Source: an optimization exercise on an open RTL-to-GDS flow (aim: small area, a short achievable clock period and few clock cycles). Production flows keep margins and buffers that such runs may drop.
Where RTL was checked, it was by simulation tests only, not by an equivalence proof against the original.
For run 6, only the layout was checked, not whether the RTL still works.
Power is estimated from default activity; no workload was simulated.

--- design.v ---
module pipe_engine (
    input  wire         clk,
    input  wire         rst,           
    input  wire [1:0]   cfg_policy,    
    input  wire         cfg_exe_fwd,   
    input  wire         cfg_mem_fwd,   
    input  wire         cmd_valid,
    output wire         cmd_ready,
    input  wire [69:0]  cmd,
    input  wire [3:0]   tr_status,     
    input  wire [195:0] tr_rec,        
    output wire         rsp_valid,
    output reg          rsp_ok,
    output reg  [63:0]  rsp_val,
    output reg  [1:0]   rsp_pulls      
);
    localparam R_OP    = 64;    
    localparam R_S1    = 67;    
    localparam R_S1N   = 75;
    localparam R_S2    = 76;    
    localparam R_S2N   = 84;
    localparam R_D     = 85;    
    localparam R_DN    = 93;
    localparam R_CCR   = 94;
    localparam R_CCW   = 95;
    localparam R_MEM   = 96;
    localparam R_BR    = 97;
    reg [1:0]  policy;
    reg        exe_fwd, mem_fwd;
    reg        fe_v   [0:1];
    reg        fe_m   [0:1];
    reg [2:0]  fe_op  [0:1];
    reg [7:0]  fe_d   [0:1];
    reg        fe_q   [0:1];
    reg        fe_ccw [0:1];
    reg        fe_dO  [0:1];
    reg [1:0]  fe_dI  [0:1];
    reg [1:0]  fe_dE  [0:1];
    reg        fe_o1;               
    reg        id_v   [0:1];
    reg        id_st  [0:1];
    reg        id_m   [0:1];
    reg [2:0]  id_op  [0:1];
    reg [7:0]  id_d   [0:1];
    reg        id_q   [0:1];
    reg        id_ccw [0:1];
    reg        ex_v   [0:1];
    reg        ex_m   [0:1];
    reg [2:0]  ex_op  [0:1];
    reg        ma_v   [0:1];
    reg        ma_m   [0:1];
    reg [2:0]  ma_op  [0:1];
    reg [63:0] op_count;
    reg [3:0]  inflight;
    reg        halt, fetch_stall, trace_error, trace_done;
    reg [63:0] stat_cycles, stat_branches, stat_mispred;
    reg [63:0] stat_cat [0:4];
    assign cmd_ready = 1'b1;
    assign rsp_valid = cmd_valid;
    wire [3:0] opc     = cmd[3:0];
    wire       perfect = (policy == 2'd1);
    wire       at      = !perfect;             
    wire       do_step = cmd_valid && opc == 4'h1 && !halt;
    wire       do_upd  = cmd_valid && opc == 4'h3;
    integer    i, j, c;
    reg  [1:0] blk_i, blk_e;       
    reg  [1:0] direct;
    reg  [1:0] stall;
    always @* begin
        for (j = 0; j < 2; j = j + 1) begin
            blk_i[j] = id_v[j] && !id_st[j] && !(exe_fwd && id_op[j] != 3'd1);
            blk_e[j] = ex_v[j] && !mem_fwd;
        end
        direct[0] = (fe_dO[0] && fe_v[1] &&  fe_o1) || |(fe_dI[0] & blk_i) || |(fe_dE[0] & blk_e);
        direct[1] = (fe_dO[1] && fe_v[0] && !fe_o1) || |(fe_dI[1] & blk_i) || |(fe_dE[1] & blk_e);
        stall[0]  = fe_v[0] && (direct[0] || (fe_v[1] &&  fe_o1 && direct[1]));
        stall[1]  = fe_v[1] && (direct[1] || (fe_v[0] && !fe_o1 && direct[0]));
    end
    wire rest_empty = !(ex_v[0] | ex_v[1] | id_v[0] | id_v[1] | fe_v[0] | fe_v[1]);
    wire wb_any     = ma_v[0] | ma_v[1];
    wire halt_wb    = trace_done & wb_any & rest_empty;
    wire fs         = fetch_stall & !((ma_v[0] & ma_m[0]) | (ma_v[1] & ma_m[1]));
    wire [1:0]  st0  = tr_status[1:0];
    wire [1:0]  st1  = tr_status[3:2];
    wire [97:0] rec0 = tr_rec[97:0];
    wire [97:0] rec1 = tr_rec[195:98];
    wire hold0  = stall[0];
    wire act0   = !hold0 && !fs;                  
    wire take0  = act0 && !trace_done;            
    wire good0  = take0 && st0 == 2'd0 && rec0[R_OP +: 3] <= 3'd4;
    wire br0    = good0 && at && rec0[R_OP +: 3] == 3'd3;
    wire mis0   = br0 && !rec0[R_BR];
    wire end0   = act0 && !good0;
    wire err0   = take0 && !good0 && st0 != 2'd1;
    wire [1:0]  sts  = take0 ? st1 : st0;
    wire [97:0] recs = take0 ? rec1 : rec0;
    wire hold1  = stall[1];
    wire act1   = !hold1 && !fs && !mis0;
    wire take1  = act1 && !trace_done && !end0;
    wire good1  = take1 && sts == 2'd0 && recs[R_OP +: 3] <= 3'd4;
    wire br1    = good1 && at && recs[R_OP +: 3] == 3'd3;
    wire mis1   = br1 && !recs[R_BR];
    wire end1   = act1 && !good1;
    wire err1   = take1 && !good1 && sts != 2'd1;
    wire n_halt = halt_wb | (end0 & rest_empty) | (end1 & rest_empty & !good0);
    function automatic dep(input [97:0] r, input pq, input pccw, input [7:0] pd);
        dep = (r[R_CCR] & pccw) |
              (pq & ((r[R_S1N] & (r[R_S1 +: 8] == pd)) | (r[R_S2N] & (r[R_S2 +: 8] == pd))));
    endfunction
    reg [1:0] nI0, nE0, nI1, nE1;
    reg       nO1;
    always @* begin
        for (j = 0; j < 2; j = j + 1) begin
            nI0[j] = dep(rec0, fe_q[j], fe_ccw[j], fe_d[j]);
            nE0[j] = dep(rec0, id_q[j], id_ccw[j], id_d[j]);
            nI1[j] = dep(recs, fe_q[j], fe_ccw[j], fe_d[j]);
            nE1[j] = dep(recs, id_q[j], id_ccw[j], id_d[j]);
        end
        nO1 = take0 ? dep(rec1, rec0[R_DN] & (rec0[R_MEM] | rec0[R_CCW]), rec0[R_CCW], rec0[R_D +: 8])
                    : nI1[0];
    end
    wire [63:0] stat_retired = op_count - inflight;
    always @* begin
        rsp_ok    = 1'b1;
        rsp_val   = 64'd0;
        rsp_pulls = 2'd0;
        case (opc)
            4'h1: begin
                rsp_val[0] = halt | n_halt;
                if (!halt) rsp_pulls = {1'b0, take0} + {1'b0, take1};
            end
            4'h2: begin
                rsp_ok     = !perfect;
                rsp_val[0] = !perfect;
            end
            4'h3: ;
            4'hC: begin
                case (cmd[11:4])
                    8'h00: rsp_val = 64'd2;
                    8'h01: rsp_val = {62'd0, policy};
                    8'h02: rsp_val = {63'd0, exe_fwd};
                    8'h03: rsp_val = {63'd0, mem_fwd};
                    8'h10: rsp_val = stat_cycles;
                    8'h11: rsp_val = stat_retired;
                    8'h12: rsp_val = stat_branches;
                    8'h13: rsp_val = stat_mispred;
                    8'h14: rsp_val = stat_cat[0];
                    8'h15: rsp_val = stat_cat[1];
                    8'h16: rsp_val = stat_cat[2];
                    8'h17: rsp_val = stat_cat[3];
                    8'h18: rsp_val = stat_cat[4];
                    8'h20: rsp_val = {59'd0, trace_done, trace_done, trace_error, fetch_stall, halt};
                    8'h21: rsp_val = op_count;
                    8'h22: rsp_val = trace_done ? op_count : 64'd0;
                    8'h23: ;
                    8'h24: ;
                    default: rsp_ok = 1'b0;
                endcase
            end
            default: rsp_ok = 1'b0;
        endcase
    end
    wire [1:0] ret_cat [0:4];
    genvar g;
    generate
        for (g = 0; g < 5; g = g + 1) begin : g_cat
            assign ret_cat[g] = {1'b0, ma_v[0] && ma_op[0] == g} + {1'b0, ma_v[1] && ma_op[1] == g};
        end
    endgenerate
    wire [1:0] n_good = {1'b0, good0} + {1'b0, good1};
    wire [1:0] n_wb   = {1'b0, ma_v[0]} + {1'b0, ma_v[1]};
    wire [1:0] n_br   = do_step ? {1'b0, br0} + {1'b0, br1} : {1'b0, do_upd};
    wire       n_mis  = do_step ? (mis0 | mis1) : (do_upd && cmd[68] != cmd[69]);
    always @(posedge clk) begin
        if (rst) begin
            policy  <= cfg_policy;
            exe_fwd <= cfg_exe_fwd;
            mem_fwd <= cfg_mem_fwd;
            for (i = 0; i < 2; i = i + 1) begin
                fe_v[i]  <= 1'b0;
                id_v[i]  <= 1'b0;
                id_st[i] <= 1'b0;
                ex_v[i]  <= 1'b0;
                ma_v[i]  <= 1'b0;
            end
            fe_o1         <= 1'b0;
            op_count      <= 64'd0;
            inflight      <= 4'd0;
            halt          <= 1'b0;
            fetch_stall   <= 1'b0;
            trace_error   <= 1'b0;
            trace_done    <= 1'b0;
            stat_cycles   <= 64'd0;
            stat_branches <= 64'd0;
            stat_mispred  <= 64'd0;
            for (c = 0; c < 5; c = c + 1) stat_cat[c] <= 64'd0;
        end else begin
            stat_branches <= stat_branches + n_br;
            stat_mispred  <= stat_mispred + n_mis;
            if (do_step) begin
                stat_cycles <= stat_cycles + 1'b1;
                for (c = 0; c < 5; c = c + 1) stat_cat[c] <= stat_cat[c] + ret_cat[c];
                op_count    <= op_count + n_good;
                inflight    <= inflight + n_good - n_wb;
                halt        <= n_halt;
                fetch_stall <= fs | mis0 | mis1;
                trace_error <= trace_error | err0 | err1;
                trace_done  <= trace_done | end0 | end1;
                for (i = 0; i < 2; i = i + 1) begin
                    ma_v[i]   <= ex_v[i];
                    ma_m[i]   <= ex_m[i];
                    ma_op[i]  <= ex_op[i];
                    ex_v[i]   <= id_v[i] & !id_st[i];
                    ex_m[i]   <= id_m[i];
                    ex_op[i]  <= id_op[i];
                    id_v[i]   <= fe_v[i];
                    id_st[i]  <= stall[i];
                    id_m[i]   <= fe_m[i];
                    id_op[i]  <= fe_op[i];
                    id_d[i]   <= fe_d[i];
                    id_q[i]   <= fe_q[i];
                    id_ccw[i] <= fe_ccw[i];
                end
                fe_o1 <= hold1 & (!hold0 | fe_o1);
                if (hold0) begin
                    fe_dE[0] <= fe_dI[0];
                    fe_dI[0] <= {fe_dO[0], 1'b0};
                end else begin
                    fe_v[0]   <= good0;
                    fe_m[0]   <= mis0;
                    fe_op[0]  <= rec0[R_OP +: 3];
                    fe_d[0]   <= rec0[R_D +: 8];
                    fe_q[0]   <= rec0[R_DN] & (rec0[R_MEM] | rec0[R_CCW]);
                    fe_ccw[0] <= rec0[R_CCW];
                    fe_dO[0]  <= nI0[1];
                    fe_dI[0]  <= nI0;
                    fe_dE[0]  <= nE0;
                end
                if (hold1) begin
                    fe_dE[1] <= fe_dI[1];
                    fe_dI[1] <= {1'b0, fe_dO[1]};
                end else begin
                    fe_v[1]   <= good1;
                    fe_m[1]   <= mis1;
                    fe_op[1]  <= recs[R_OP +: 3];
                    fe_d[1]   <= recs[R_D +: 8];
                    fe_q[1]   <= recs[R_DN] & (recs[R_MEM] | recs[R_CCW]);
                    fe_ccw[1] <= recs[R_CCW];
                    fe_dO[1]  <= nO1;
                    fe_dI[1]  <= nI1;
                    fe_dE[1]  <= nE1;
                end
            end
        end
    end
endmodule
--- run.sh ---
#!/bin/bash
# synth_recipe.tcl (not shown) runs the flow's synth.tcl, then flattens the netlist and writes it again
# the make line also repeats each setting of config.mk as NAME=value (left out here)
make -C /OpenROAD-flow-scripts/flow DESIGN_CONFIG=/design/flow/config.mk WORK_HOME=/design/flow/orfs CLKGATE_MAP_FILE= SYNTH_SCRIPT=/design/flow/synth_recipe.tcl finish
--- config.mk ---
export PLATFORM = sky130hd
export DESIGN_NAME = pipe_engine
export DESIGN_NICKNAME = pipe_engine
export VERILOG_FILES = /design/flow/design.v
export SDC_FILE = /design/flow/constraint.sdc
export NUM_CORES = 4
export LEC_CHECK = 0
export CAP_MARGIN = 20
export CORE_MARGIN = 2
export CORE_UTILIZATION = 40
export PLACE_DENSITY = 0.6
export SETUP_SLACK_MARGIN = 3
export SLEW_MARGIN = 20
--- constraint.sdc ---
create_clock -name core_clock -period 12.0 [get_ports {clk}]
set_input_delay 2.4000 -clock core_clock [delete_from_list [all_inputs] [get_ports {clk}]]
set_output_delay 2.4000 -clock core_clock [all_outputs]
set_load 0.01 [all_outputs]
==> run summary, run 1 <==
- Status: timing/DRC/antenna clean
- Pin count of the biggest net entering global routing: 212
- Worst setup EP type: output pin
- Vias in the first global route: 31.4k
- Worst Tran Pin Value: 1.27 ns
- Slew Limit Headroom: 0.156
- Row count: 111
- Grt met2 use: 0.398
- DRC: 0
- WP data arrival: 6.58 ns
- Layout area overhead: 14.0%
- Ys Warns: 24
- Clock Tree Buf Depth: 3
- Met1 Usage GRT: 0.320
- CTS root buf: clkbuf_16
- Largest area contributor in the netlist: dfxtp_1
- Most common cell after layout, fill and taps aside: nor2_1
- Via Count: 33.9k
- Gp weighted congestion: 0.955
- Horiz. Die Dim: 309 µm
- Dpl ws: roughly 3.0 ns
- HP Class: reg -> reg
- Diodes inserted: 0
- Async set-reset flop share out of synthesis: 0
- Endpoints failing hold: 0
- GRT Total Usage: 0.246
- Worst Path Max Fanout: 24
- H-Tree Level Count: 3
- Pleak: 0.0144 µW
- CTS clk-pin slew, worst paths: 0.06 ns
- Hpwl dp: between 80,000 and 90,000 µm
- Sum Neg Setup Slack: 0 ns
- Final setup fails: 0
- Primary FF master, synth: dfxtp_1
- Worst EP required: roughly 9.6 ns
- RSZ-0062 raised after global routing: no
- Skew final: 0.0264 ns
- Final wirelength: 120,000 µm
- Ports: between 300 and 400
- Post-detailed-route wirelength per cell: 20.3 µm
- Fill count: 9,161
- Peak Freq: 111 MHz
- Syn_area_per_cell: 8.14 µm²
- Worst-Skew Late Latency: between 0.6 and 0.7 ns
- DIE HEIGHT: approximately 310 µm
- Min setup slack post-route: 3.02 ns
- Syn Nets: 4,891
- Sink Count: 681
- Port bufs: 160
- Antenna Nets Post-Route: 0
- Startpoint types: input pin
- Peak supply drop: 0.0000886 V
- Full die area: 0.0957 mm²
- Gr busiest metal: met2
- Max-slew violation count: 0
- # nets final: 4,934
- Initial Util: 0.405
- Maxcap violations: 0
- Register area share after synthesis: 0.389
- Yosys cell types: 90
- Total gr overflow: 0
- Initial antenna violation count: 1
- Drt first pass iters: 6
- Synthesized area: 0.0373 mm²
- Postcts setup bufs: 0
- Post-synth top area share: 0.319
- Vias per cell: 5.72
- Top post-synthesis cells by area: dfxtp_1 (32%), xor2_1 (8.0%), edfxtp_1 (6.9%), nor2_1 (6.5%), xnor2_1 (5.3%)
- EDFF count, synth: 86
- Pwr Density: roughly 120 mW/mm²
- First-pass GRT wire length: ~180,000 µm
- GR Layer Usage met3: 0.0400
- Final Cycle Share: 0.748
- CTS tree: yes
- CTS buffer count: 80
- Syn Inst Count: 4,579
- Kind of critical path: in -> out
- CORE AREA: 0.0921 mm²
- Hold buffer count at cts: 0
- Number of cells upsized or downsized after cts: 0
- DRT iter0 DRCs: 3,537
- Most frequent cells in the layout: nor2_1 (632), dfxtp_1 (595), nand2_1 (499)
- Post-synthesis register bit count: 681
- Fraction of layout cells with a size suffix above 1: 0.0534
- Fin crit period: 8.98 ns
-- metal layers --
metal / part of all wire / vias to the layer above
li1: - / 16300
met1: 0.43 / 16200
met2: 0.46 / 1104
met3: 0.065 / 233
met4: 0.049 / 2
met5: 0.00013 / -
-- power by group --
part | switching (µW) | internal (µW)
Clock | 991 | 1400
Combinational | 128 | 71.1
Sequential | 4.66 | 2310
Total | 1120 | 3780
-- layout make-up --
class,instances,area (µm²),area share
tap,1243,1560,0.0366
clock inverter,16,126,0.00297
clock buffer,122,2410,0.0566
timing repair buffer,203,1960,0.0461
sequential,681,14500,0.341
multi-input combinational,3563,21600,0.509
inverter,93,349,0.00821
-- worst paths after layout --
kind | from | to | slack [ns] | cells past startpoint
setup / recovery | cmd[8] | rsp_val[27] | 3.02 | 10
hold reg to reg | ex_m[0]$_DFFE_PP_ | ma_m[0]$_DFFE_PP_ | 0.42 | 0
hold / removal | ex_m[0]$_DFFE_PP_ | ma_m[0]$_DFFE_PP_ | 0.42 | 0
setup reg to reg | id_op[1][2]$_DFFE_PP_ | stat_mispred[62]$_SDFF_PP0_ | 4.84 | 20
-- kinds of logic after synthesis --
family          synth area share
buf+inv                   0.0345
xor+xnor                   0.133
fa+ha+maj                 0.0140
compound gates             0.135
mux                       0.0151
simple gates               0.279
flops                      0.389
other cells             0.000101
-- synthesized netlist by cell type (all sizes together) (14+ instances only) --
cell type,instances
xor2,339
ha,24
or2,15
dfxtp,595
xnor2,227
edfxtp,86
o21ai,206
mux2i,37
a22oi,71
nand3,224
or4,18
nor2b,23
a221oi,40
a222oi,62
and2,31
inv,93
nor2,646
o31ai,20
buf,25
nor3,98
a31oi,31
and4,44
and3,120
nor4,55
nand4,142
nand2b,23
clkbuf,219
a22o,14
a21oi,267
or3,131
nand2,499
-- registers in the layout (all words and copies together) (netlist names), 16 cells and up --
register,count
fe_d,16
id_d,16
op_count,64
stat_branches,64
stat_cat,320
stat_cycles,64
stat_mispred,64
-- metrics by stage --
step            util  instances  hold WS, ns  power [µW]  instance area [µm²]
6_report       0.462       5921        0.415        4900                42500
3_3_place_gp   0.434       5781        0.401        2560                40000
5_1_grt        0.462       5921        0.423        5050                42500
4_1_cts        0.461       5919        0.418        4940                42500
2_1_floorplan      -       4579        0.400        2470                37300
3_5_place_dp   0.434       5781        0.405        2560                40000
-- worst max-delay path: stages --
cell	delay (ns)
clkdlybuf4s50_1	0.61
nand2b_1	0.13
nor3_1	0.32
nand2_1	0.18
or2_2	0.54
nor2_4	0.48
buf_4	0.46
a221oi_1	0.18
a21oi_1	0.57
clkdlybuf4s50_1	0.67
Testbench counts, summed over its fixed seeds: cycles 12,000.
==> inputs of run 2 (changes only) <==
--- a/config.mk
+++ b/config.mk
@@ -11,3 +11,3 @@
 export PLACE_DENSITY = 0.6
-export SETUP_SLACK_MARGIN = 3
+export SETUP_SLACK_MARGIN = 5
 export SLEW_MARGIN = 20
==> run 2 against run 1 <==
Still clean. Sequential share of layout area fell by 1.8 points. Clock power barely moved. Utilization rose by 2.5 points. Final cell count rose by 1.5%. Count of clock-buffer cells in the layout did not move. Register-to-register slack improved by 0.54 ns. Wire length rose by 7.2%. Synthesized cell count did not move. Largest cell class unchanged. Largest power group unchanged.
==> run summary, run 2 <==
- R2R Path Start: id_op[1][2]$_DFFE_PP_
- Full die area: 0.0957 mm² (unchanged)
- M1 WL: 55,000 µm (+6.7%)
- Row count: 111 (unchanged)
- Slew Limit Headroom: 0.213 (+0.0571)
- Register area share after synthesis: 0.389 (unchanged)
- GRT Total Usage: 0.261 (+0.0151)
- Worst Path Max Fanout: 10 (-58%)
- Fin util: 0.487 (+0.0255)
- Crit path from: cmd[9]
- Non-Filler Instances: 6,011 (+1.5%)
- Yosys cell types: 90 (unchanged)
- Placed cells: 5,781 (unchanged)
- CTS buffer count: 80 (unchanged)
- Worst setup EP type: output pin
- Drt first pass iters: 9 (+3)
- Sum Neg Setup Slack: 0 ns (unchanged)
- Post-detailed-route wirelength per cell: 21.5 µm (+5.6%)
- Pin count of the biggest net entering global routing: 212 (unchanged)
- Post-synth top area share: 0.319 (unchanged)
- Post-synthesis register bit count: 681 (unchanged)
- Kind of critical path: in -> out
- Top reg by flops: stat_cat
- Hold buffer count at cts: 0 (unchanged)
- Sink Count: 681 (unchanged)
- Worst-Skew Late Latency: 0.65 ns (about the same)
- Routed wl met2: 57,800 µm (+4.8%)
- Initial Util: 0.405 (unchanged)
- Vias per cell: 5.81 (+1.7%)
- Sw Share: 0.231 (+0.00161)
- Psw: 1140 µW (+1.3%)
- DIE HEIGHT: 309 µm (unchanged)
- Count leader, synth: nor2_1
- Pwr Density: 110 mW/mm² (-4.7%)
- Status: timing/DRC/antenna clean
- Final Cycle Share: 0.586 (-0.162)
- Pleak: 0.0154 µW (+7.2%)
- Most frequent cells in the layout: nor2_1 (626), dfxtp_1 (595), nand2_1 (491)
- Hold Crit Start: ex_m[0]$_DFFE_PP_
- EDFF count, synth: 86 (unchanged)
- Diodes inserted: 0 (unchanged)
- Share of power burned in registers: 0.469 (-0.003)
- Async set-reset flop share out of synthesis: 0 (unchanged)
- Largest area contributor in the netlist: dfxtp_1
- CTS clk-pin slew, worst paths: 0.06 ns (about the same)
- Worst setup path end: rsp_val[38]
- Fin crit period: 7.03 ns (-1.95 ns)
- Layout area overhead: 20.3%
- CORE AREA: 0.0921 mm² (unchanged)
- FF-to-FF path depth: 21 (+5.0%)
- Total gr overflow: 0 (unchanged)
- Fill count: 8,939 (-2.4%)
- Antenna Nets Post-Route: 0 (unchanged)
- Worst Tran Pin Value: 1.18 ns (-0.0856 ns)
- Gp weighted congestion: 0.955 (unchanged)
- Combinational Power Share: 0.045 (+0.004)
- Syn_area_per_cell: 8.14 µm² (unchanged)
- Clock Tree Buf Depth: 3 (unchanged)
- Maxcap violations: 0 (unchanged)
- Syn Inst Count: 4,579 (unchanged)
- Hpwl dp: 86,900 µm (unchanged)
- Fraction of layout cells with a size suffix above 1: 0.112 (+0.0581)
- Worst R2R End: stat_mispred[62]$_SDFF_PP0_
- Final wirelength: 129,000 µm (+7.2%)
- Clock power frac: 0.485 (-0.003)
- Synth cell count leaders: nor2_1 (641), dfxtp_1 (595), nand2_1 (499), xor2_1 (339), a21oi_1 (267)
- Max Used Layer: met5
- Max-slew violation count: 0 (unchanged)
- Final setup fails: 0 (unchanged)
- CTS root buf: clkbuf_16
- Syn Nets: 4,891 (unchanged)
- Port bufs: 160 (unchanged)
- Synthesized area: 0.0373 mm² (unchanged)
- WP data arrival: 4.63 ns (-1.95 ns)
- Via Count: 35.0k (+3.2%)
- Endpoints failing hold: 0 (unchanged)
- First-pass GRT wire length: 193,000 µm (+5.4%)
- Met3 routed WL: 9370 µm (+20%)
- Ys Warns: 24 (unchanged)
- DRT iter0 DRCs: 4,051 (+15%)
- Horiz. Die Dim: 309 µm (unchanged)
- CTS tree: yes
- Startpoint types: input pin
- Internal: 3790 µW (+0.34%)
- DRC: 0 (unchanged)
- Peak supply drop: 0.0000892 V (+0.75%)
- HP Class: reg -> reg
- Vias in the first global route: 32.6k (+3.7%)
- Ports: 346 (unchanged)
- # nets final: 5,024 (+1.8%)
- Worst EP required: 9.60 ns (about the same)
- Initial antenna violation count: 4 (+3)
- Peak Freq: 142 MHz (+28%)
- Max FFs per register: 320 (unchanged)
- Top post-synthesis cells by area: dfxtp_1 (32%), xor2_1 (8.0%), edfxtp_1 (6.9%), nor2_1 (6.5%), xnor2_1 (5.3%)
- RSZ-0062 raised after global routing: yes
- Primary FF master, synth: dfxtp_1
- Most common cell after layout, fill and taps aside: nor2_1
- H-Tree Level Count: 3 (unchanged)
- Skew final: 0.0323 ns (+0.00592 ns)
- R2R setup slack: 5.38 ns (+0.54 ns)
[run 2: changes by cell type in the layout (fill, tap and decap cells not counted), moves of 17 or more]
cell,before,now
clkdlybuf4s50_1,157,82
a221oi_1,40,11
buf_2,1,27
clkbuf_2,0,22
buf_6,0,20
a21oi_1,267,247
a221oi_2,0,22
o21ai_0,206,186
buf_4,41,74
a31oi_1,31,14
buf_12,3,20
[run 2: worst min-delay path by stage]
stage	endpoint	cells after the start
after floorplan	ex_m[0]$_DFFE_PP_	0
after global placement	id_m[1]$_DFFE_PP_	0
after detailed placement	id_m[0]$_DFFE_PP_	0
after CTS	id_m[1]$_DFFE_PP_	0
after global routing	ex_m[1]$_DFFE_PP_	0
final	ma_m[0]$_DFFE_PP_	0
[run 2: critical path: stages]
cell and delay (ns):
buf_8 0.10, nand2b_4 0.15, nor3_4 0.16, nand2_2 0.14, o21a_1 0.16, a2111oi_4 0.37
o21bai_4 0.21, buf_12 0.18, buf_16 0.15, buf_12 0.15, a41oi_4 0.25, buf_2 0.19
[run 2: repair_timing]
| action | 4_1_cts | 5_1_grt |
|---|---|---|
| setup endpoints to repair | 75 | 75 |
| setup buffers | 48 | 22 |
| gates resized for setup | 442 | 110 |
| pin swaps | 69 | 49 |
| gates cloned | 17 | 5 |
[run 2: per-stage QoR]
step	total power, µW	area, µm²	worst slack, ns	hold slack, ns
2_1_floorplan	2470	37300	5.11	0.400
4_1_cts	4960	44600	4.90	0.418
3_5_place_dp	2560	40000	3.04	0.405
5_1_grt	5070	44900	4.95	0.423
6_report	4930	44900	4.97	0.413
3_3_place_gp	2560	40000	3.08	0.401
[run 2: layer usage]
layer | up-vias | global-route usage
li1 | 16500 | -
met1 | 16700 | 0.343
met2 | 1392 | 0.415
met3 | 278 | 0.0428
met4 | 6 | 0.132
met5 | - | 0
[run 2: power groups by stage]
| stage | Sequential (µW) | Clock (µW) | Combinational, µW |
|---|---|---|---|
| 2_1_floorplan | 2360 | 0 | 115 |
| 3_3_place_gp | 2360 | 0 | 195 |
| 3_5_place_dp | 2360 | 0 | 195 |
| 4_1_cts | 2310 | 2430 | 214 |
| 5_1_grt | 2310 | 2530 | 237 |
| 6_report | 2310 | 2390 | 223 |
[run 2: kinds of logic after synthesis]
group	share of synthesized area
fa+ha+maj	0.0140
simple gates	0.279
xor+xnor	0.133
buf+inv	0.0345
flops	0.389
mux	0.0151
compound gates	0.135
other cells	0.000101
[run 2: area by class of cell]
class / instances / area [µm²] / area share
multi-input combinational: 3565 / 22800 / 0.508
sequential: 681 / 14500 / 0.323
timing repair buffer: 291 / 3130 / 0.0698
clock buffer: 122 / 2410 / 0.0536
tap: 1243 / 1560 / 0.0347
inverter: 93 / 349 / 0.00778
clock inverter: 16 / 126 / 0.00282
==> inputs of run 3 (changes only) <==
--- a/config.mk
+++ b/config.mk
@@ -9,4 +9,4 @@
 export CORE_MARGIN = 2
-export CORE_UTILIZATION = 40
-export PLACE_DENSITY = 0.6
+export CORE_UTILIZATION = 55
+export PLACE_DENSITY = 0.7
 export SETUP_SLACK_MARGIN = 5
==> run 3 against run 2 <==
Still clean. Sequential power about the same. Wire length decreased by 1.7%. Clock power about the same. Fmax decreased by 1.3%. Utilization increased by 17 points. Worst setup slack got worse by 0.089 ns. Count of clock-buffer cells in the layout decreased by 8. Synthesized area unchanged. Combinational power decreased by 2%. Non-clock buffer count increased by 9. Final cell count decreased by 6.0%. Via count increased by 2.4%.
==> run summary, run 3 <==
- Status: timing/DRC/antenna clean
- Worst-Skew Late Latency: 0.64 ns (about the same)
- Initial antenna violation count: 6 (+2)
- Yosys cell types: 90 (unchanged)
- Pin count of the biggest net entering global routing: 199 (-6.1%)
- Grt met2 use: 0.557 (+0.142)
- Gr busiest metal: met2
- Largest area contributor in the netlist: dfxtp_1
- R2R Path Start: id_op[1][2]$_DFFE_PP_
- EDFF count, synth: 86 (unchanged)
- Ys Warns: 24 (unchanged)
- Row count: 95 (-14%)
- Startpoint types: input pin
- RSZ-0062 raised after global routing: yes
- Hold_ws: 0.416 ns (+0.00258 ns)
- Final Cycle Share: 0.593 (+0.00742)
- Vias in the first global route: 33.7k (+3.4%)
- Skew final: 0.0235 ns (-0.00877 ns)
- CTS tree: yes
- DRT iter0 DRCs: 4,312 (+6.4%)
- Sum Neg Setup Slack: 0 ns (unchanged)
- Most frequent cells in the layout: nor2_1 (621), dfxtp_1 (595), nand2_1 (492)
- Hpwl dp: 84,800 µm (-2.4%)
- Slew Limit Headroom: 0.260 (+0.0472)
- Antenna Nets Post-Route: 0 (unchanged)
- Final setup fails: 0 (unchanged)
- Via Count: 35.8k (+2.4%)
- Fraction of layout cells with a size suffix above 1: 0.114 (+0.00214)
- Drt first pass iters: 10 (+1)
- Share of power burned in registers: 0.472 (+0.003)
- Hold endpoint: ma_op[0][0]$_DFFE_PP_
- Max-slew violation count: 0 (unchanged)
- Post-synth top area share: 0.319 (unchanged)
- Top post-synthesis cells by area: dfxtp_1 (32%), xor2_1 (8.0%), edfxtp_1 (6.9%), nor2_1 (6.5%), xnor2_1 (5.3%)
- Combinational Power Share: 0.045 (about the same)
- Syn Nets: 4,891 (unchanged)
- Gp weighted congestion: 0.965 (+1.1%)
- Synth cell count leaders: nor2_1 (641), dfxtp_1 (595), nand2_1 (499), xor2_1 (339), a21oi_1 (267)
- Pleak: 0.0155 µW (+0.41%)
- Full die area: 0.0699 mm² (-27%)
- Initial Util: 0.555 (+0.150)
- Placed cells: 5,412 (-6.4%)
- Fin crit period: 7.12 ns (+0.0891 ns)
- Max FFs per register: 320 (unchanged)
- GRT Total Usage: 0.351 (+0.0899)
- Register area share after synthesis: 0.389 (unchanged)
- Post-detailed-route wirelength per cell: 22.5 µm (+4.6%)
- R2R setup slack: 5.83 ns (+0.45 ns)
- Met1 Usage GRT: 0.429 (+0.0863)
- HP Class: reg -> reg
- Top reg by flops: stat_cat
- CORE AREA: 0.0672 mm² (-27%)
- Post-synthesis register bit count: 681 (unchanged)
- Worst Path Max Fanout: 6 (-4)
- Peak Freq: 140 MHz (-1.3%)
- Clock power frac: 0.483 (-0.002)
- CTS clk-pin slew, worst paths: 0.05 ns (about the same)
- Syn Inst Count: 4,579 (unchanged)
- Count leader, synth: nor2_1
- Layout area overhead: 19.2%
- Total gr overflow: 0 (unchanged)
- Horiz. Die Dim: 264 µm (-15%)
- Vias per cell: 6.33 (+8.9%)
- Non-Filler Instances: 5,650 (-6.0%)
- Total power draw: 4900 µW (-0.59%)
- Final wirelength: 127,000 µm (-1.7%)
- FF-to-FF path depth: 26 (+24%)
- Endpoints failing hold: 0 (unchanged)
- Worst R2R End: stat_branches[58]$_SDFF_PP0_
- # nets final: 5,028 (+0.080%)
- DIE HEIGHT: 264 µm (-15%)
- Internal: 3780 µW (-0.37%)
- Pwr Density: 110 mW/mm² (+0.33%)
- Port bufs: 160 (unchanged)
- Primary FF master, synth: dfxtp_1
- Worst Tran Pin Value: 1.11 ns (-0.0708 ns)
- Maxcap violations: 0 (unchanged)
- Async set-reset flop share out of synthesis: 0 (unchanged)
- Sw Share: 0.229 (-0.00165)
- Worst EP required: 9.60 ns (about the same)
- Syn_area_per_cell: 8.14 µm² (unchanged)
- Hold Crit Start: ex_op[0][0]$_DFFE_PP_
- Sink Count: 681 (unchanged)
- Kind of critical path: in -> out
- First-pass GRT wire length: 191,000 µm (-0.97%)
- GR Layer Usage met3: 0.0632 (+0.0204)
- Hold depth: 0 (unchanged)
- Clock Tree Buf Depth: 3 (unchanged)
- Fin util: 0.662 (+0.175)
- WP data arrival: 4.72 ns (+0.09 ns)
- Synthesized area: 0.0373 mm² (unchanged)
- Most common cell after layout, fill and taps aside: nor2_1
- CTS root buf: clkbuf_16
- Peak supply drop: 0.000107 V (+20%)
- H-Tree Level Count: 3 (unchanged)
- Psw: 1120 µW (-1.3%)
- CTS buffer count: 75 (-6.3%)
- DRC: 0 (unchanged)
- Ports: 346 (unchanged)
- Worst setup EP type: output pin
## run 3: cell types whose count changed in the layout (fill, tap and decap cells not counted), moves of 9 or more
cell,delta
a21oi_2,+10
clkbuf_16,-10
clkbuf_2,-9
buf_6,-9
## run 3: final cells by class
type | count | area, µm²
repair buffers | 300 | 3280
flip-flops and latches | 681 | 14500
diodes | 2 | 5.00
multi-input cells | 3565 | 22700
fillers | 5711 | 22700
well taps | 873 | 1090
clock buffers | 114 | 2220
inverters | 93 | 349
clock inverters | 22 | 269
## run 3: kinds of logic after synthesis
kind of cell / Yosys count / synth area share
flops: 681 / 0.389
other cells: 1 / 0.000101
compound gates: 796 / 0.135
xor+xnor: 566 / 0.133
fa+ha+maj: 35 / 0.0140
buf+inv: 337 / 0.0345
mux: 52 / 0.0151
simple gates: 2111 / 0.279
## run 3: power by group through the flow
stage / Combinational [µW] / Clock (µW) / Sequential (µW)
final: 219 / 2370 / 2310
after global routing: 232 / 2470 / 2310
after CTS: 208 / 2380 / 2310
after floorplan: 115 / 0 / 2360
after global placement: 190 / 0 / 2360
after detailed placement: 191 / 0 / 2360
## run 3: metrics by stage
| stage | area [µm²] | worst slack (ns) |
|---|---|---|
| 2_1_floorplan | 37300 | 5.11 |
| 3_3_place_gp | 39500 | 3.22 |
| 3_5_place_dp | 39500 | 3.21 |
| 4_1_cts | 44000 | 5.00 |
| 5_1_grt | 44400 | 4.85 |
| 6_report | 44400 | 4.88 |
## run 3: how the worst max path moves through the flow
stage,depth (start not counted),start,end
3_5_place_dp,11,cmd[9],rsp_val[28]
6_report,11,cmd[9],rsp_val[13]
2_1_floorplan,9,cmd[4],rsp_val[24]
3_3_place_gp,11,cmd[9],rsp_val[21]
4_1_cts,9,cmd[4],rsp_val[19]
5_1_grt,11,cmd[9],rsp_val[27]
## run 3: metal layers
| layer | routed length (µm) | vias to the layer above | share of wire |
|---|---|---|---|
| li1 | - | 16600 | - |
| met1 | 49000 | 16900 | 0.39 |
| met2 | 56800 | 1803 | 0.45 |
| met3 | 10700 | 504 | 0.084 |
| met4 | 10300 | 2 | 0.081 |
| met5 | 13 | - | 0.00010 |
## run 3: critical path: stages
cell      delay (ns)
buf_8           0.10
nand2b_4        0.15
or3_4           0.33
or3_4           0.50
buf_12          0.18
buf_16          0.15
buf_12          0.15
nor2_1          0.12
a22oi_1         0.12
a31oi_4         0.30
buf_2           0.18
## run 3: what timing repair did
action | CTS | global route
hold buffers | 0 | 0
setup buffers | 57 | 20
setup endpoints to repair | 75 | 73
pin swaps | 86 | 60
gates resized for setup | 446 | 101
cloned | 21 | 2
==> inputs of run 4 (changes only) <==
--- a/config.mk
+++ b/config.mk
@@ -9,4 +9,7 @@
 export CORE_MARGIN = 2
-export CORE_UTILIZATION = 55
-export PLACE_DENSITY = 0.7
+export CORE_UTILIZATION = 40
+export CTS_BUF_LIST = sky130_fd_sc_hd__clkbuf_16
+export CTS_CLUSTER_DIAMETER = 80
+export CTS_CLUSTER_SIZE = 24
+export PLACE_DENSITY = 0.6
 export SETUP_SLACK_MARGIN = 5
==> run 4 against run 3 <==
Global-route usage fell by 9.2 points. Utilization fell by 19 points. Still clean. Final cell count rose by 5.3%. Worst hold slack improved by 0.0097 ns. Register-to-register slack got worse by 0.40 ns. Die area rose by 37%. Wire length rose by 0.34%. Synthesized cell count did not move. Worst setup slack improved by 0.068 ns. Fmax rose by 0.97%. Via count fell by 3.5%. Final area fell by 1.3%.
==> run summary, run 4 <==
- Status: timing/DRC/antenna clean
- Sum Neg Setup Slack: 0 ns (unchanged)
- Mux cell area share after synthesis: 0.0151 (unchanged)
- Ys Warns: 24 (unchanged)
- Synth Area in XOR/XNOR: 0.133 (unchanged)
- Total gr overflow: 0 (unchanged)
- Post-DP Area: 0.0400 mm² (+1.2%)
- EDFF count, synth: 86 (unchanged)
- Synth cell count leaders: nor2_1 (641), dfxtp_1 (595), nand2_1 (499), xor2_1 (339), a21oi_1 (267)
- Antenna Nets Post-Route: 0 (unchanged)
- Skew final: 0.0342 ns (+0.0107 ns)
- CTS tree: yes
- Most frequent cells in the layout: nor2_1 (623), dfxtp_1 (595), nand2_1 (492)
- Ports: 346 (unchanged)
- Async set-reset flop share out of synthesis: 0 (unchanged)
- DIE HEIGHT: 309 µm (+17%)
- Dpl ws: 3.04 ns (-0.162 ns)
- Syn Inst Count: 4,579 (unchanged)
- Psw: 1040 µW (-7.2%)
- Top reg by flops: stat_cat
- Port bufs: 160 (unchanged)
- Syn_area_per_cell: 8.14 µm² (unchanged)
- Initial antenna violation count: 2 (-4)
- Synth Area in Adders: 0.0140 (unchanged)
- Initial Util: 0.405 (-0.150)
- Top post-synthesis cells by area: dfxtp_1 (32%), xor2_1 (8.0%), edfxtp_1 (6.9%), nor2_1 (6.5%), xnor2_1 (5.3%)
- Primary FF master, synth: dfxtp_1
- Slowest stage delay, CP: 0.39 ns (-0.11 ns)
- Worst setup EP type: output pin
- Maxcap violations: 0 (unchanged)
- Pleak: 0.0150 µW (-3.4%)
- Largest family of logic cells by synthesized area: simple AND/OR/NAND/NOR gates
- Slowest cell on crit path: and4b_4
- Final setup fails: 0 (unchanged)
- Largest area contributor in the netlist: dfxtp_1
- Vias in the first global route: 32.2k (-4.4%)
- Post-synth top area share: 0.319 (unchanged)
- Fin util: 0.477 (-0.185)
- Combinational Power Share: 0.054 (+0.009)
- Fin crit period: 7.05 ns (-0.0682 ns)
- Peak Freq: 142 MHz (+0.97%)
- Full die area: 0.0957 mm² (+37%)
- Horiz. Die Dim: 309 µm (+17%)
- Share of power burned in registers: 0.554 (+0.082)
- DRT iter0 DRCs: 3,569 (-17%)
- Gp weighted congestion: 0.955 (-1.0%)
- Min setup slack post-route: 4.95 ns (+0.0682 ns)
- Syn Nets: 4,891 (unchanged)
- Count leader, synth: nor2_1
- Post-synthesis register bit count: 681 (unchanged)
- WP data arrival: 4.65 ns (-0.07 ns)
- DRC: 0 (unchanged)
- First-pass GRT wire length: 192,000 µm (+0.60%)
- RSZ-0062 raised after global routing: yes
- Worst Tran Pin Value: 1.15 ns (+0.0427 ns)
- Vias per cell: 5.80 (-8.4%)
- Layout area overhead: 17.7%
- # nets final: 4,991 (-0.74%)
- Post-synthesis compound-gate area fraction: 0.135 (unchanged)
- Total power draw: 4170 µW (-15%)
- Post-Layout Inst Area: 0.0439 mm² (-1.3%)
- Critical path buffer and inverter count: 6 (+1)
- Clock Tree Buf Depth: 3 (unchanged)
- Final Cycle Share: 0.588 (-0.00568)
- Pwr Density: 95.0 mW/mm² (-14%)
- Register area share after synthesis: 0.389 (unchanged)
- Worst Path Max Fanout: 8 (+2)
- GRT Total Usage: 0.259 (-0.0916)
- Diodes inserted: 0 (-2)
- Sink Count: 681 (unchanged)
- Synthesized area: 0.0373 mm² (unchanged)
- Drt first pass iters: 8 (-2)
- Sw Share: 0.250 (+0.0205)
- Worst-Skew Late Latency: 0.63 ns (about the same)
- Worst EP required: 9.60 ns (about the same)
- Hold buffer count at cts: 0 (unchanged)
- Startpoint types: input pin
- Max-slew violation count: 0 (unchanged)
- Clock power frac: 0.392 (-0.091)
- CORE AREA: 0.0921 mm² (+37%)
- Peak supply drop: 0.0000986 V (-8.0%)
- H-Tree Level Count: 2 (-1)
- CTS root buf: clkbuf_16
- Internal: 3130 µW (-17%)
- Largest delay contributor family on the critical path: simple AND/OR/NAND/NOR gates
- Row count: 111 (+17%)
- Endpoints failing hold: 0 (unchanged)
- HP Class: reg -> reg
- CTS clk-pin slew, worst paths: 0.09 ns (+0.04 ns)
- Worst-path cell chain: buf_8, nand2b_4, nor3_4, buf_6, and4b_4, buf_6, buf_16, buf_12, a222oi_1, nand2_1, a221oi_2, a31oi_2, buf_2
- Post-detailed-route wirelength per cell: 21.4 µm (-4.7%)
- Yosys cell types: 90 (unchanged)
- Post-synthesis simple-gate area fraction: 0.279 (unchanged)
- CTS buffer count: 41 (-45%)
- Slew Limit Headroom: 0.232 (-0.0284)
- Most frequent CP cell: buf_6
- Final wirelength: 127,000 µm (+0.34%)
- Max FFs per register: 320 (unchanged)
- Pin count of the biggest net entering global routing: 212 (+6.5%)
- Most common cell after layout, fill and taps aside: nor2_1
- Via Count: 34.5k (-3.5%)
- Fraction of layout cells with a size suffix above 1: 0.106 (-0.00792)
- Kind of critical path: in -> out
- Hpwl dp: 86,900 µm (+2.5%)
## run 4: cell counts after synthesis
No cell type changed its count.
## run 4: final timing paths
| path | start | to | slack (ns) | depth (start not counted) |
|---|---|---|---|---|
| worst max-delay path | cmd[9] | rsp_val[48] | 4.95 | 13 |
| worst min-delay path | ex_op[0][2]$_DFFE_PP_ | ma_op[0][2]$_DFFE_PP_ | 0.43 | 0 |
| worst max register to register | id_op[1][2]$_DFFE_PP_ | stat_mispred[62]$_SDFF_PP0_ | 5.43 | 21 |
| worst min register to register | ex_op[0][2]$_DFFE_PP_ | ma_op[0][2]$_DFFE_PP_ | 0.43 | 0 |
## run 4: final cells by class
cell class | instances | area [µm²]
well taps | 1243 | 1560
inverters | 93 | 349
repair buffers | 297 | 3280
flip-flops and latches | 681 | 14500
fillers | 9008 | 48200
clock inverters | 29 | 333
clock buffers | 42 | 1050
multi-input cells | 3565 | 22800
## run 4: worst reg2reg max path, delay by kind of cell (launching register included)
family | cells | cell delay [ns]
AO/OA/AOI/OAI | 5 | 1.96
buffers and inverters | 2 | 0.43
flip-flops | 1 | 0.39
AND/OR/NAND/NOR | 11 | 3.00
adder cells (fa/ha/maj) | 2 | 0.47
XOR/XNOR | 1 | 0.16
## run 4: cell families after synthesis
family	Yosys count
other	1
multiplexers	52
AND/OR/NAND/NOR	2111
AO/OA/AOI/OAI	796
buffers and inverters	337
XOR/XNOR	566
adder cells (fa/ha/maj)	35
flip-flops	681
## run 4: power groups by stage
stage / Combinational (µW) / Sequential [µW] / Clock, µW
3_3_place_gp: 195 / 2360 / 0
3_5_place_dp: 195 / 2360 / 0
5_1_grt: 239 / 2310 / 1760
6_report: 225 / 2310 / 1640
2_1_floorplan: 115 / 2360 / 0
4_1_cts: 218 / 2310 / 1670
## run 4: what timing repair did
| action | 4_1_cts | 5_1_grt |
|---|---|---|
| endpoints found under the setup margin | 75 | 75 |
| gates cloned | 20 | 2 |
| setup buffers | 56 | 20 |
| pin swaps | 80 | 63 |
| resized for setup | 501 | 83 |
## run 4: routing by layer
layer	share of wire	vias to the layer above	global-route usage	wire, µm
li1	-	16400	-	-
met4	0.052	0	0.125	6670
met2	0.45	1279	0.412	57200
met1	0.43	16600	0.347	54400
met3	0.071	246	0.0357	9050
met5	0	-	0	0
## run 4: through the flow
stage,hold slack (ns),instances
5_1_grt,0.433,5950
3_3_place_gp,0.401,5781
2_1_floorplan,0.400,4579
6_report,0.426,5950
3_5_place_dp,0.405,5781
4_1_cts,0.425,5928
==> inputs of run 5 (changes only) <==
==> flow/run.sh (new file) <==
#!/bin/bash
# Standard layout (standard.sh), with one change: ORFS's synthesis runs a
# copy of the ORFS scripts folder whose ABC mapping script is
# flow/abc_speed.script (area-recovering mapping, no ABC buffering/sizing;
# OpenROAD's repair steps size and buffer afterwards). Registers, their
# names and cell types are those of the standard synthesis: ABC maps only
# the combinational logic.
set -euo pipefail
cd "$(dirname "$0")/.."
rm -rf scripts_mod
cp -r "$FLOW_HOME/scripts" scripts_mod
cp flow/abc_speed.script scripts_mod/abc_speed.script
bash standard.sh SCRIPTS_DIR="$PWD/scripts_mod" finish > make_finish.log 2>&1
==> flow/abc_speed.script (new file) <==
&get -n
&st
&syn2
&dch
&nf -R 30
&put
==> standard.sh (new file) <==
#!/bin/bash
# synth_recipe.tcl (not shown) runs the flow's synth.tcl, then flattens the netlist and writes it again
# the make line also repeats each setting of config.mk as NAME=value (left out here)
make -C /OpenROAD-flow-scripts/flow DESIGN_CONFIG=/design/flow/config.mk WORK_HOME=/design/flow/orfs CLKGATE_MAP_FILE= SYNTH_SCRIPT=/design/flow/synth_recipe.tcl "${@:-finish}"
removed: run.sh
==> run 5 against run 4 <==
Non-clock buffer count up 38. Combinational power up 24%. Clock skew up 0.011 ns. Final cell count down 4.5%. Sequential share of layout area up 0.87 points. Flip-flop and latch count unchanged. Sequential power about the same. Count of clock-buffer cells in the layout up 3. Final area down 2.5%. First-iteration DRC count down 4.0%. Global-route usage down 0.56 points. Critical path depth up 6.
==> run summary, run 5 <==
- Maxcap violations: 0 (unchanged)
- Worst-Skew Late Latency: 0.62 ns (about the same)
- Syn Nets: 4,427 (-9.5%)
- Count leader, synth: dfxtp_1
- Fin crit period: 7.08 ns (+0.0318 ns)
- Via Count: 33.7k (-2.4%)
- EDFF count, synth: 86 (unchanged)
- Dpl ws: 2.71 ns (-0.331 ns)
- HP Class: reg -> reg
- CTS tree: yes
- Most common cell after layout, fill and taps aside: dfxtp_1
- Ys Warns: 24 (unchanged)
- Largest area contributor in the netlist: dfxtp_1
- Status: timing/DRC/antenna clean
- Top reg by flops: stat_cat
- Slowest cell on crit path: or4_4
- Port bufs: 160 (unchanged)
- Ports: 346 (unchanged)
- Synth Area in Adders: 0.0148 (+0.000859)
- Post-DP Area: 0.0388 mm² (-3.0%)
- Worst Tran Pin Value: 1.27 ns (+0.119 ns)
- Register area share after synthesis: 0.413 (+0.0239)
- Hpwl dp: 80,400 µm (-7.5%)
- Max FFs per register: 320 (unchanged)
- R2R setup slack: 5.42 ns (about the same)
- Most frequent cells in the layout: dfxtp_1 (589), nor2_1 (565), a21oi_1 (325)
- Critical path buffer and inverter count: 2 (-4)
- DRT iter0 DRCs: 3,425 (-4.0%)
- CTS clk-pin slew, worst paths: 0.10 ns (about the same)
- CTS root buf: clkbuf_16
- Placed cells: 5,477 (-5.3%)
- Worst EP required: 9.60 ns (about the same)
- Max-slew violation count: 0 (unchanged)
- GRT Total Usage: 0.254 (-0.00561)
- DRC: 0 (unchanged)
- Sum Neg Setup Slack: 0 ns (unchanged)
- Synth Area in XOR/XNOR: 0.117 (-0.0155)
- Worst setup EP type: output pin
- RSZ-0062 raised after global routing: yes
- Skew final: 0.0453 ns (+0.0111 ns)
- Synthesized area: 0.0351 mm² (-5.8%)
- Endpoints failing hold: 0 (unchanged)
- Worst-path cell chain: clkinv_4, ha_4, a21o_1, a21oi_2, o21ai_2, nor3_2, nor3b_2, nand2_1, or3_4, or2_4, or4_4, nor2_4, nand2_2, or3_4, nor2_4, xnor2_2, nand2_1, a41oi_2, buf_2
- DIE HEIGHT: 300 µm (-2.9%)
- Fill count: 8,413 (-6.6%)
- Yosys cell types: 56 (-38%)
- Sink Count: 681 (unchanged)
- H-Tree Level Count: 2 (unchanged)
- Peak Freq: 141 MHz (-0.45%)
- Post-Layout Inst Area: 0.0428 mm² (-2.5%)
- Pleak: 0.0150 µW (+0.12%)
- Final wirelength: 119,000 µm (-6.3%)
- Clock Tree Buf Depth: 3 (unchanged)
- Gp weighted congestion: 0.898 (-6.0%)
- CTS buffer count: 44 (+7.3%)
- Pin count of the biggest net entering global routing: 121 (-43%)
- Slowest stage delay, CP: 0.47 ns (+0.08 ns)
- # nets final: 4,809 (-3.6%)
- Min setup slack post-route: 4.92 ns (-0.0318 ns)
- Diodes inserted: 0 (unchanged)
- Slew Limit Headroom: 0.150 (-0.0815)
- Row count: 108 (-2.7%)
- Largest family of logic cells by synthesized area: simple AND/OR/NAND/NOR gates
- Post-synth top area share: 0.339 (+0.0197)
- Final setup fails: 0 (unchanged)
- WP data arrival: 4.68 ns (+0.03 ns)
- Post-synthesis register bit count: 681 (unchanged)
- Top post-synthesis cells by area: dfxtp_1 (34%), xor2_1 (8.1%), edfxtp_1 (7.4%), nor2_1 (6.2%), a21oi_1 (5.4%)
- Syn Inst Count: 4,115 (-10%)
- Startpoint types: flop
- Layout area overhead: 21.9%
- Hold_ws: 0.421 ns (-0.00432 ns)
- Post-synthesis simple-gate area fraction: 0.280 (+0.000382)
- Vias in the first global route: 30.6k (-5.1%)
- Final Cycle Share: 0.590 (+0.00265)
- Post-synthesis compound-gate area fraction: 0.161 (+0.0256)
- Syn_area_per_cell: 8.53 µm² (+4.8%)
- Antenna Nets Post-Route: 0 (unchanged)
- Worst Path Max Fanout: 5 (-3)
- Async set-reset flop share out of synthesis: 0 (unchanged)
- Initial antenna violation count: 1 (-1)
- Grt met2 use: 0.412 (about the same)
- Gr busiest metal: met2
- Post-detailed-route wirelength per cell: 21.0 µm (-1.9%)
- Largest delay contributor family on the critical path: simple AND/OR/NAND/NOR gates
- Vias per cell: 5.93 (+2.2%)
- Non-Filler Instances: 5,685 (-4.5%)
- Drt first pass iters: 6 (-2)
- First-pass GRT wire length: 181,000 µm (-6.0%)
- Peak supply drop: 0.0000937 V (-4.9%)
- Total gr overflow: 0 (unchanged)
- Initial Util: 0.404 (-0.000693)
- Horiz. Die Dim: 300 µm (-2.9%)
- Pwr Density: 99.8 mW/mm² (+5.0%)
- Primary FF master, synth: dfxtp_1
- Full die area: 0.0902 mm² (-5.7%)
- CORE AREA: 0.0869 mm² (-5.6%)
- Met1 Usage GRT: 0.345 (-0.00206)
- Mux cell area share after synthesis: 0.00602 (-0.00905)
- Synth cell count leaders: dfxtp_1 (595), nor2_1 (584), a21oi_1 (378), xor2_1 (325), nand2_1 (284)
- Kind of critical path: reg -> out
- GR Layer Usage met3: 0.0366 (+0.000909)
- Fraction of layout cells with a size suffix above 1: 0.118 (+0.0125)
## run 5: cell types whose count changed after synthesis, moves of 49 or more
cell      previous run  this run
inv_1               93         0
a21oi_1            267       378
nor3_1              93       274
clkbuf_1           219         0
nor2_1             641       584
a22oi_1             71       126
nand2_1            499       284
and3_1             120       241
or3_1              131        24
xnor2_1            227       146
o21a_1               3        52
clkinv_1             0        74
o21ai_0            206        36
## run 5: metal layers
layer | routed length [µm] | vias up
met5 | 10 | -
met4 | 4010 | 2
met3 | 7800 | 166
met2 | 55000 | 1046
met1 | 52500 | 16400
li1 | - | 16200
## run 5: per-stage QoR
step / power (µW) / util
after floorplan: 2470 / -
final: 4270 / 0.493
after CTS: 4290 / 0.488
after global routing: 4410 / 0.493
after global placement: 2580 / 0.446
after detailed placement: 2580 / 0.446
## run 5: cell families (layout without fill, tap and decap cells)
logic type | Yosys count | count (layout)
and+or+nand+nor | 1979 | 1982
AOI/OAI and AO/OA | 851 | 851
DFF | 681 | 681
xor gates and xnor gates | 471 | 471
buffers and inverters | 76 | 488
adders and majority gates | 35 | 35
muxes | 21 | 21
other | 1 | 1
## run 5: final timing paths
| path | from | endpoint | depth (start not counted) |
|---|---|---|---|
| max reg2reg | id_op[1][2]$_DFFE_PP_ | stat_branches[54]$_SDFF_PP0_ | 31 |
| max | inflight[1]$_SDFFE_PP0P_ | rsp_val[57] | 19 |
| min | ex_op[0][2]$_DFFE_PP_ | ma_op[0][2]$_DFFE_PP_ | 0 |
| min reg2reg | ex_op[0][2]$_DFFE_PP_ | ma_op[0][2]$_DFFE_PP_ | 0 |
## run 5: what timing repair did
item | 4_1_cts | 5_1_grt
endpoints found under the setup margin | 244 | 65
hold buffers | 0 | 0
gates cloned | 13 | 2
pin swaps | 75 | 49
resized for setup | 420 | 65
buffers inserted | 80 | 34
## run 5: layout make-up
cell class	count	area (µm²)	share of cell area
clock buffer	45	1130	0.0263
clock inverter	34	365	0.00854
inverter	74	298	0.00696
multi-input combinational	3361	21800	0.510
sequential	681	14500	0.339
tap	1155	1450	0.0338
timing repair buffer	335	3230	0.0755
## run 5: where the power goes
part           total, µW  internal (µW)  switching, µW
Clock               1680            747            935
Combinational        279            116            162
Sequential          2310           2310           6.05
Total               4270           3170           1100
==> inputs of run 6 (changes only) <==
--- a/design.v
+++ b/design.v
@@ -162,2 +162,26 @@
     end
+    function automatic [63:0] tog(input [63:0] q, input cin);
+        reg [7:0] all1;
+        reg       a, p;
+        integer   m, k;
+        begin
+            for (m = 0; m < 8; m = m + 1) all1[m] = &q[8*m +: 8];
+            a = 1'b1;
+            for (m = 0; m < 8; m = m + 1) begin
+                p = cin & a;
+                for (k = 0; k < 8; k = k + 1) begin
+                    tog[8*m+k] = p;
+                    p = p & q[8*m+k];
+                end
+                a = a & all1[m];
+            end
+        end
+    endfunction
+    function automatic [63:0] tog2(input [63:0] q, input [1:0] n);
+        reg [63:0] t;
+        begin
+            t    = tog({1'b0, q[63:1]}, n[1] | (n[0] & q[0]));
+            tog2 = {t[62:0], n[0]};
+        end
+    endfunction
     wire [1:0] ret_cat [0:4];
@@ -197,8 +221,9 @@
         end else begin
-            stat_branches <= stat_branches + n_br;
-            stat_mispred  <= stat_mispred + n_mis;
+            stat_branches <= stat_branches ^ tog2(stat_branches, n_br);
+            stat_mispred  <= stat_mispred ^ tog(stat_mispred, n_mis);
+            stat_cycles   <= stat_cycles ^ tog(stat_cycles, do_step);
+            for (c = 0; c < 5; c = c + 1)
+                stat_cat[c] <= stat_cat[c] ^ tog2(stat_cat[c], do_step ? ret_cat[c] : 2'd0);
+            op_count      <= op_count ^ tog2(op_count, do_step ? n_good : 2'd0);
             if (do_step) begin
-                stat_cycles <= stat_cycles + 1'b1;
-                for (c = 0; c < 5; c = c + 1) stat_cat[c] <= stat_cat[c] + ret_cat[c];
-                op_count    <= op_count + n_good;
                 inflight    <= inflight + n_good - n_wb;
==> run.sh (new file) <==
#!/bin/bash
# synth_recipe.tcl (not shown) runs the flow's synth.tcl, then flattens the netlist and writes it again
# the make line also repeats each setting of config.mk as NAME=value (left out here)
make -C /OpenROAD-flow-scripts/flow DESIGN_CONFIG=/design/flow/config.mk WORK_HOME=/design/flow/orfs CLKGATE_MAP_FILE= SYNTH_SCRIPT=/design/flow/synth_recipe.tcl finish
--- a/config.mk
+++ b/config.mk
@@ -10,5 +10,2 @@
 export CORE_UTILIZATION = 40
-export CTS_BUF_LIST = sky130_fd_sc_hd__clkbuf_16
-export CTS_CLUSTER_DIAMETER = 80
-export CTS_CLUSTER_SIZE = 24
 export PLACE_DENSITY = 0.6
removed: flow/run.sh
removed: flow/abc_speed.script
removed: standard.sh
==> run 6 against run 5 <==
Still clean. Count of clock-buffer cells in the layout rose by 69. Register-to-register slack got worse by 0.37 ns. Sequential power barely moved. Worst setup slack got worse by 0.14 ns. Final cell count fell by 9.4%. Fmax fell by 1.9%. Critical path depth rose by 8. Critical endpoint is now stat_branches[62]$_SDFF_PP0_. Largest power group is now clock. Highest routed layer is now met4.
==> run summary, run 6 <==
- Pwr Density: 109 mW/mm² (+9.2%)
- Non-Filler Instances: 5,148 (-9.4%)
- Sink Count: 681 (unchanged)
- Slew Limit Headroom: 0.298 (+0.148)
- Fin crit period: 7.22 ns (+0.137 ns)
- Via Count: 29.4k (-13%)
- Critical path buffer and inverter count: 2 (unchanged)
- Synthesized area: 0.0362 mm² (+3.0%)
- CTS clk-pin slew, worst paths: 0.06 ns (-0.04 ns)
- Final Cycle Share: 0.602 (+0.0114)
- Largest area contributor in the netlist: dfxtp_1
- Skew final: 0.0414 ns (-0.00397 ns)
- Initial Util: 0.402 (-0.00179)
- Largest family of logic cells by synthesized area: simple AND/OR/NAND/NOR gates
- Row count: 110 (+1.9%)
- Total gr overflow: 0 (unchanged)
- CP Depth: 27 (+8)
- Async set-reset flop share out of synthesis: 0 (unchanged)
- FF-to-FF path depth: 27 (-13%)
- Hpwl dp: 78,100 µm (-2.8%)
- Status: timing/DRC/antenna clean
- Ports: 346 (unchanged)
- GRT Total Usage: 0.252 (-0.00159)
- Primary FF master, synth: dfxtp_1
- Horiz. Die Dim: 305 µm (+1.5%)
- Fill count: 7,986 (-5.1%)
- Fraction of layout cells with a size suffix above 1: 0.206 (+0.0881)
- # nets final: 4,716 (-1.9%)
- Gp weighted congestion: 0.911 (+1.4%)
- Clock Tree Buf Depth: 3 (unchanged)
- CTS buffer count: 78 (+77%)
- Drt first pass iters: 6 (unchanged)
- Pin count of the biggest net entering global routing: 240 (+98%)
- Post-synth top area share: 0.329 (-0.00981)
- Most common cell after layout, fill and taps aside: dfxtp_1
- Endpoints failing hold: 0 (unchanged)
- Count leader, synth: dfxtp_1
- Maxcap violations: 0 (unchanged)
- Slowest stage delay, CP: 0.48 ns (about the same)
- Synth Area in Adders: 0.182 (+0.168)
- Final setup fails: 0 (unchanged)
- Post-detailed-route wirelength per cell: 23.6 µm (+12%)
- Most frequent CP cell: ha_4
- Max-slew violation count: 0 (unchanged)
- Slowest cell on crit path: or4_4
- Post-synthesis compound-gate area fraction: 0.114 (-0.0472)
- Most frequent cells in the layout: dfxtp_1 (595), nor2b_1 (513), ha_1 (496)
- Startpoint types: input pin
- Worst setup EP type: flop
- CORE AREA: 0.0899 mm² (+3.4%)
- Post-synthesis simple-gate area fraction: 0.211 (-0.0685)
- Register area share after synthesis: 0.401 (-0.0119)
- Max FFs per register: 320 (unchanged)
- CTS root buf: clkbuf_16
- Pleak: 0.0203 µW (+35%)
- Ys Warns: 24 (unchanged)
- CTS tree: yes
- Syn Inst Count: 3,640 (-12%)
- Yosys cell types: 95 (+70%)
- Syn Nets: 4,442 (+0.34%)
- Hold buffer count at cts: 0 (unchanged)
- Worst EP required: 12.50 ns (+2.90 ns)
- H-Tree Level Count: 3 (+1)
- Full die area: 0.0928 mm² (+2.9%)
- Worst-Skew Late Latency: 0.65 ns (+0.03 ns)
- Worst Path Max Fanout: 4 (-1)
- EDFF count, synth: 86 (unchanged)
- Post-synthesis register bit count: 681 (unchanged)
- Synth cell count leaders: dfxtp_1 (595), ha_1 (521), nor2b_1 (517), nor2_1 (205), clkbuf_1 (161)
- DRT iter0 DRCs: 2,739 (-20%)
- Placed cells: 4,816 (-12%)
- Port bufs: 160 (unchanged)
- Diodes inserted: 0 (unchanged)
- Vias in the first global route: 28.3k (-7.6%)
- Syn_area_per_cell: 9.94 µm² (+16%)
- Vias per cell: 5.71 (-3.7%)
- Antenna Nets Post-Route: 0 (unchanged)
- Largest delay contributor family on the critical path: simple AND/OR/NAND/NOR gates
- Top post-synthesis cells by area: dfxtp_1 (33%), ha_1 (18%), nor2b_1 (8.9%), edfxtp_1 (7.1%), xnor2_1 (2.8%)
- Synth Area in XOR/XNOR: 0.0480 (-0.0695)
- Area of the multi-input gates: 0.0232 mm² (+6.1%)
- WP data arrival: 7.72 ns (+3.04 ns)
- Top reg by flops: stat_cat
- Worst Tran Pin Value: 1.04 ns (-0.228 ns)
- HP Class: reg -> reg
- Hold depth: 0 (unchanged)
- RSZ-0062 raised after global routing: yes
- Initial antenna violation count: 1 (unchanged)
- DIE HEIGHT: 305 µm (+1.5%)
- Peak Freq: 138 MHz (-1.9%)
- Layout area overhead: 27.6%
- DRC: 0 (unchanged)
- Peak supply drop: 0.0000982 V (+4.7%)
- Sum Neg Setup Slack: 0 ns (unchanged)
- Kind of critical path: in -> reg
- Final wirelength: 121,000 µm (+1.8%)
- Mux cell area share after synthesis: 0.0147 (+0.00865)
- First-pass GRT wire length: 178,000 µm (-1.3%)
- Sequential Area: 0.0145 mm² (about the same)
-- run 6: cell types whose count changed after synthesis, moves of 58 or more --
cell | before | now
a21oi_1 | 378 | 83
a222oi_1 | 64 | 6
and3_1 | 241 | 23
and4_1 | 72 | 4
clkbuf_1 | 0 | 161
clkinv_1 | 74 | 0
ha_1 | 24 | 521
inv_1 | 0 | 69
nand2_1 | 284 | 138
nand3_1 | 222 | 50
nor2_1 | 584 | 205
nor2b_1 | 14 | 517
nor3_1 | 274 | 76
xor2_1 | 325 | 82
-- run 6: layer usage --
layer / part of all wire / global-route usage
met1: 0.43 / 0.333
met2: 0.46 / 0.408
met3: 0.065 / 0.0389
met4: 0.046 / 0.108
met5: 0 / 0
-- run 6: final timing paths --
check	startpoint	end	slack [ns]
max	tr_rec[64]	stat_branches[62]$_SDFF_PP0_	4.78
min	id_m[0]$_DFFE_PP_	ex_m[0]$_DFFE_PP_	0.41
max reg2reg	exe_fwd$_DFFE_PP_	stat_branches[62]$_SDFF_PP0_	5.05
min reg2reg	id_m[0]$_DFFE_PP_	ex_m[0]$_DFFE_PP_	0.41
-- run 6: cells by family after synthesis --
logic type | after synthesis
adders and majority gates | 525
other | 1
AOI/OAI and AO/OA | 573
muxes | 47
and+or+nand+nor | 1343
xor gates and xnor gates | 198
DFF | 681
buffers and inverters | 272
-- run 6: final cells by class --
cell class                 count  share of cell area
sequential                   681               0.314
clock buffer                 114              0.0501
timing repair inverter         1            0.000108
tap                         1176              0.0319
clock inverter                24             0.00697
inverter                      70             0.00591
multi-input combinational   2693               0.502
timing repair buffer         389              0.0892
-- run 6: power breakdown --
part	internal, µW	leakage (µW)	switching (µW)	total, µW
Combinational	90.1	0.0134	144	235
Sequential	2310	0.00557	5.49	2310
Clock	1480	0.00131	1000	2480
Total	3880	0.0203	1150	5030
-- run 6: repair_timing --
action,CTS,global route
pin swaps,133,141
buffers inserted,133,42
gates resized for setup,656,206
cloned,17,1
setup endpoints to repair,258,119
hold endpoints to repair,0,0
-- run 6: stage by stage --
stage	worst slack [ns]	util	total power [µW]	hold WS, ns	area (µm²)
5_1_grt	4.70	0.513	5170	0.428	46100
2_1_floorplan	4.99	-	2480	0.400	36200
4_1_cts	4.86	0.501	5060	0.416	45000
6_report	4.78	0.513	5030	0.413	46100
3_3_place_gp	1.95	0.433	2560	0.402	38900
3_5_place_dp	1.94	0.433	2560	0.405	38900

==> static timing again, ports no longer ideal <==
The results above use ideal ports. As a check the final layouts listed here were re-extracted and re-timed, cells and wires unchanged.
Step 1 sets driving cells, clkbuf_16 on the clock port and buf_2 on the other inputs (assumed; they add their load-dependent delay and slew).
Step 2 moves the port delays by t, midway between the first and last clock arrival at a register: inputs arrive t later, outputs are due t later. That takes back most of the time a late clock gives input paths.
Slacks: ideal / step 1 / step 2; pairs: ideal / step 1.
run | shift t [ns] | setup WS [ns] | hold slack, ns | latest minus earliest clock arrival (ns)
run 1 | 0.703 | 3.023 / 2.993 / 2.993 | 0.415 / 0.415 / 0.415 | 0.030 / 0.030
run 2 | 0.704 | 4.968 / 4.870 / 4.571 | 0.413 / 0.413 / 0.413 | 0.037 / 0.036
run 3 | 0.693 | 4.879 / 4.835 / 4.661 | 0.416 / 0.416 / 0.416 | 0.025 / 0.025
run 4 | 0.675 | 4.947 / 4.770 / 4.645 | 0.426 / 0.426 / 0.426 | 0.038 / 0.038
run 5 | 0.671 | 4.916 / 4.847 / 4.589 | 0.421 / 0.421 / 0.421 | 0.053 / 0.053
run 6 | 0.707 | 4.779 / 4.785 / 4.104 | 0.413 / 0.413 / 0.413 | 0.042 / 0.043
After both steps setup and hold are still met in every run listed. The setup slack of run 6, which loses most, moves by +0.006 ns with the drivers and by -0.675 ns with both steps.
